Source: an optimization exercise on an open RTL-to-GDS flow (aim: small area, a short achievable clock period and few clock cycles per item). Production flows keep margins and buffers that such runs may drop. Function was checked by simulation only, so behaviour that the tests miss may differ from the original. Power figures rest on the tool's default switching activity, not on a simulated workload.

==> garnet <==
==> flow/design.v (excerpt) <==
module b128codec (
    input  wire       clk,
    input  wire       rst,
    input  wire       cmd_valid,
    input  wire [1:0] cmd_op,
    output wire [1:0] status_state,
    output wire [1:0] status_err,
    input  wire       in_valid,
    input  wire [7:0] in_data,
    input  wire       in_end,
    output wire       in_ready,
    output wire       out_valid,
    output wire [7:0] out_data,
    input  wire       out_ready
);
Settings: LEC_CHECK=0, CAP_MARGIN=20, CORE_MARGIN=2, CORE_UTILIZATION=60, PLACE_DENSITY=0.7, SETUP_SLACK_MARGIN=5, SLEW_MARGIN=20; clock period 12.0 ns.
run.sh (not shown) runs the stock make flow with config.mk's settings and CLKGATE_MAP_FILE= SYNTH_SCRIPT=/design/flow/synth_recipe.tcl, a recipe that flattens the netlist after the stock synthesis.
==> umber: changes against garnet <==
--- a/flow/design.v
+++ b/flow/design.v
@@ -576,13 +576,13 @@
     reg         act_q, padf_q;                   
     reg  [4:0]  rem_q;                           
     reg  [4:0]  dc_q;                            
     reg  [15:0] m_q;                             
     reg         up_q;                            
     reg  [4:0]  ul_q;
-    reg         errp_q, fin_q;
+    reg         errp_q;
     reg  [1:0]  errc_q;
     wire busy = (state_q == ST_BUSY);
     assign status_state = state_q;
     assign status_err   = err_q;
     assign in_ready     = ir_q;
     assign out_valid    = ov_q;
@@ -615,12 +615,13 @@
     reg  [6:0]  n_ldig;
     reg  [3:0]  n_nwr;
     reg         n_act, n_padf;
     reg  [4:0]  n_rem;
     reg  [4:0]  n_dc, e_dc;
     reg  [15:0] n_m, sm_n;
+    reg  [7:0]  al_in;
     reg         n_up;
     reg  [4:0]  n_ul;
     reg         n_errp;
     reg  [1:0]  n_errc;
     reg  [1:0]  rmode;
     reg         wr, wcnt, oload, fin, close, trl_wr, start, step;
@@ -634,13 +635,13 @@
         n_wp = wp_q; n_rc = rc_q; n_cnt = cnt_q;
         n_ov = ov_q & ~out_ready; n_ir = ir_q; n_end = end_q | take_e;
         n_mask = mask_q; n_trl = trl_q; n_oi = oi_q;
         n_bad = bad_q; n_mal = mal_q; n_pb = pb_q; n_lpad = lpad_q; n_lhi = lhi_q;
         n_ldig = ldig_q; n_nwr = nwr_q;
         n_act = act_q; n_padf = padf_q; n_rem = rem_q;
-        n_dc = dc_q; e_dc = dc_q; n_m = m_q; sm_n = 16'd0;
+        n_dc = dc_q; e_dc = dc_q; n_m = m_q; sm_n = 16'd0; al_in = s_q[0];
         n_up = up_q; n_ul = ul_q;
         n_errp = errp_q; n_errc = errc_q;
         rmode = RM_HOLD; wr = 1'b0; wcnt = 1'b0; ws = 5'd0; wdata = 8'd0;
         oload = 1'b0; odata = 8'd0; fin = 1'b0;
         close = 1'b0; trl_wr = 1'b0; start = 1'b0; step = 1'b0;
         wbase = wp_q; wdec = 1'b0; e_padf = 1'b0; e_last = 1'b0;
@@ -649,20 +650,19 @@
                 n_state = ST_BUSY; n_err = ERR_NONE; n_op = cmd_op;
                 n_wp = 5'd0; n_rc = 5'd0; n_cnt = 5'd0; n_end = 1'b0;
                 n_ov = 1'b0; n_ir = 1'b1;
                 n_mask = 7'd0; n_trl = 1'b0; n_oi = 3'd0;
                 n_bad = 1'b0; n_mal = 1'b0; n_pb = 1'b0; n_lpad = 1'b0; n_lhi = 1'b0;
                 n_nwr = 4'd0; n_act = 1'b0; n_up = 1'b0; n_errp = 1'b0; n_errc = ERR_NONE;
-                fin = 1'b0;
                 n_m = 16'd0;
             end
         end else begin
             case (op_q)
             OP_ENC7: begin
                 if (wp_q != 5'd0 && out_free) begin
-                    oload = 1'b1; odata = al_out; rmode = RM_SHIFT;
+                    oload = 1'b1; odata = alook(al_in); rmode = RM_SHIFT;
                 end
                 wdec = oload;
                 ws = wp_q - {4'd0, oload};
                 if (trl_q) begin
                     if (wp_q != 5'd16 || oload) begin
                         wr = 1'b1; wdata = {1'b0, mask_q};
@@ -731,18 +731,18 @@
                 end else begin
                     e_padf = padf_q; e_last = (rem_q == 5'd1);
                 end
                 if ((act_q | start) && out_free) begin
                     oload = 1'b1;
                     if (start || rem_q != 5'd0) begin
-                        step = 1'b1; rmode = RM_ENC; odata = al_out;
+                        step = 1'b1; rmode = RM_ENC; al_in = enc_dig; odata = alook(al_in);
                         n_rem = (start ? cnt_q + 5'd1 : rem_q) - 5'd1;
                         n_dc = e_dc + 5'd1;
                         if (e_last && !e_padf) n_act = 1'b0;
                     end else begin
-                        odata = al_out; n_act = 1'b0;
+                        al_in = 8'hFF; odata = alook(al_in); n_act = 1'b0;
                     end
                 end
                 wdec = step;
                 ws = wbase - {4'd0, step};
                 if (take_d) begin
                     wr = 1'b1; wdata = in_data; n_cnt = n_cnt + 5'd1;
@@ -797,17 +797,16 @@
                 n_wp = ws + {4'd0, wcnt};
                 fin = (n_errp | (n_end & n_cnt == 5'd0 & ~n_up)) & (n_rc == 5'd0);
                 n_ir = ~n_end & ~n_errp & ~n_up & (n_wp <= 5'd15);
             end
             endcase
             if (oload) n_ov = 1'b1;
-            if (fin_q && !(ov_q && !out_ready)) begin
-                n_state = errp_q ? ST_ERROR : ST_DONE;
-                n_err   = errp_q ? errc_q : ERR_NONE;
+            if (fin && !n_ov) begin
+                n_state = n_errp ? ST_ERROR : ST_DONE;
+                n_err   = n_errp ? n_errc : ERR_NONE;
                 n_ir    = 1'b0;
-                fin     = 1'b0;
             end
         end
     end
     wire [119:0] Y;
     generate
         for (gi = 0; gi < 15; gi = gi + 1) begin : g_y
@@ -831,34 +830,27 @@
             p321[k] = ma(p32[k], pv[4*k+1]);
             gsum[k] = ma(p32[k], ma(pv[4*k+1], pv[4*k]));
         end
         for (k = 0; k < 15; k = k + 1) ks[0][k] = gsum[k];
         for (l = 0; l < 4; l = l + 1)
             for (k = 0; k < 15; k = k + 1)
-                if (k + (1 << l) < 15) ks[l+1][k] = ma(ks[l][k], ks[l][k + (1 << l)]);
-                else                   ks[l+1][k] = ks[l][k];
+                if (((14 - k) >> l) & 1)
+                    ks[l+1][k] = ma(ks[l][k], ks[l][14 - ((((14 - k) >> l) << l) - 1)]);
+                else
+                    ks[l+1][k] = ks[l][k];
         zm = ks[4][0];
         for (k = 0; k < 15; k = k + 1) begin
             rin = (k < 14) ? ks[4][k+1] : 3'b001;
             qz[8*k+6 +: 2] = pq(rin, Z[8*k+6 +: 2]);
             qz[8*k+4 +: 2] = pq(ma(rin, pv[4*k+3]), Z[8*k+4 +: 2]);
             qz[8*k+2 +: 2] = pq(ma(rin, p32[k]), Z[8*k+2 +: 2]);
             qz[8*k   +: 2] = pq(ma(rin, p321[k]), Z[8*k +: 2]);
         end
     end
     assign enc_q   = qz[113:0];
     assign enc_dig = {zm[2], zm[1], Y[5:0]};
-    wire       enc192 = (op_q == OP_ENC192);
-    wire [5:0] al_lo  = enc192 ? Y[5:0] : s_q[0][5:0];
-    wire [7:0] al_c0  = alook({2'b00, al_lo});
-    wire [7:0] al_c1  = alook({2'b01, al_lo});
-    wire [7:0] al_c2  = alook({2'b10, al_lo});
-    wire [2:0] al_sel = enc192 ? (zm & {3{~(act_q & rem_q == 5'd0)}})
-                               : {s_q[0][7:6] == 2'b10, s_q[0][7:6] == 2'b01, s_q[0][7:6] == 2'b00};
-    wire [7:0] al_out = ({8{al_sel[0]}} & al_c0) | ({8{al_sel[1]}} & al_c1) |
-                        ({8{al_sel[2]}} & al_c2) | ((al_sel == 3'd0) ? PAD_CHAR : 8'd0);
     wire [127:0] hmask;
     generate
         for (gi = 0; gi < 16; gi = gi + 1) begin : g_hm
             assign hmask[8*gi +: 8] = {8{m_q[gi]}};
         end
     endgenerate
@@ -910,13 +902,13 @@
         mask_q <= n_mask; trl_q <= n_trl; oi_q <= n_oi;
         bad_q <= n_bad; mal_q <= n_mal; pb_q <= n_pb; lpad_q <= n_lpad; lhi_q <= n_lhi;
         ldig_q <= n_ldig; nwr_q <= n_nwr;
         act_q <= n_act; padf_q <= n_padf; rem_q <= n_rem;
         dc_q <= n_dc; m_q <= n_m;
         up_q <= n_up; ul_q <= n_ul;
-        errp_q <= n_errp; errc_q <= n_errc; fin_q <= fin;
+        errp_q <= n_errp; errc_q <= n_errc;
         op_q <= n_op;
         if (rst) begin
             state_q <= ST_IDLE;
             err_q   <= ERR_NONE;
             ov_q    <= 1'b0;
             ir_q    <= 1'b0;
ABC_CLOCK_PERIOD_IN_PS = 4000   (was not set)
CORE_UTILIZATION = 50   (was 60)
PLACE_DENSITY = not set   (was 0.7)
==> notes.md <==
	umber	garnet
Mapped cell area	33,300 um^2	34,800 um^2
Layout inverter count without the clock tree	254	213
Global routing met1 resource utilization	47.5%	55.8%
Number of synthesized register bits	232	225
CP required	12.53 ns	12.34 ns
Via count	34,900	37,500
Cell at the slowest stage of the critical path	sky130_fd_sc_hd__edfxtp_1	sky130_fd_sc_hd__a21boi_0
Clk slew on worst S/H paths	0.07 ns	0.06 ns
Critical path buffers and inverters	5	3
Status	no timing/DRC/antenna violations	no timing/DRC/antenna violations
Final worst-path setup slack	5.29 ns	5.21 ns
Global-route usage over all layers	32.9%	40.5%
Sequential Area	6820 um^2	6680 um^2
Row cnt	94	88
Wire per inst	23.8 um	24.7 um
Number of gates given a new drive strength after cts	9	0
ClkCell Share	2.89%	3.11%
Area of the multi-input gates	24,900 um^2	26,400 um^2
Sequential logic power	1.16 mW	1.11 mW
First-pass GRT wire length	184,000 um	193,000 um
Testbench counts of garnet, summed over its fixed seeds: cycles 30,977, bytes 41,065.
Testbench counts of umber, summed over its fixed seeds: cycles 30,977, bytes 41,065.

[static timing again, ports no longer ideal]
Ports are ideal in the flow. The routed layouts listed here were re-timed in OpenROAD. Step 1 (the two cells are an assumption about what drives the block):
set clk [get_ports {clk}]
set_driving_cell -lib_cell sky130_fd_sc_hd__clkbuf_16 $clk
set_driving_cell -lib_cell sky130_fd_sc_hd__buf_2 [delete_from_list [all_inputs] $clk]
Step 2, shift: input delay + t, output delay - t, t = (earliest + latest rising clock arrival at the registers) / 2. This alone moves slack from input paths to output paths. a / b / c = ideal / step 1 / step 2; a / b = the first two.
run	t (ns)	setup WS [ns]	worst data-port slew with drivers (ns)
garnet	0.686	5.214 / 5.214 / 4.666	0.04
umber	0.645	5.287 / 5.287 / 4.750	0.03
After both steps every run listed still meets setup and hold. The setup slack of garnet, which loses most, moves by 0.000 ns with the drivers and by -0.548 ns with both steps.
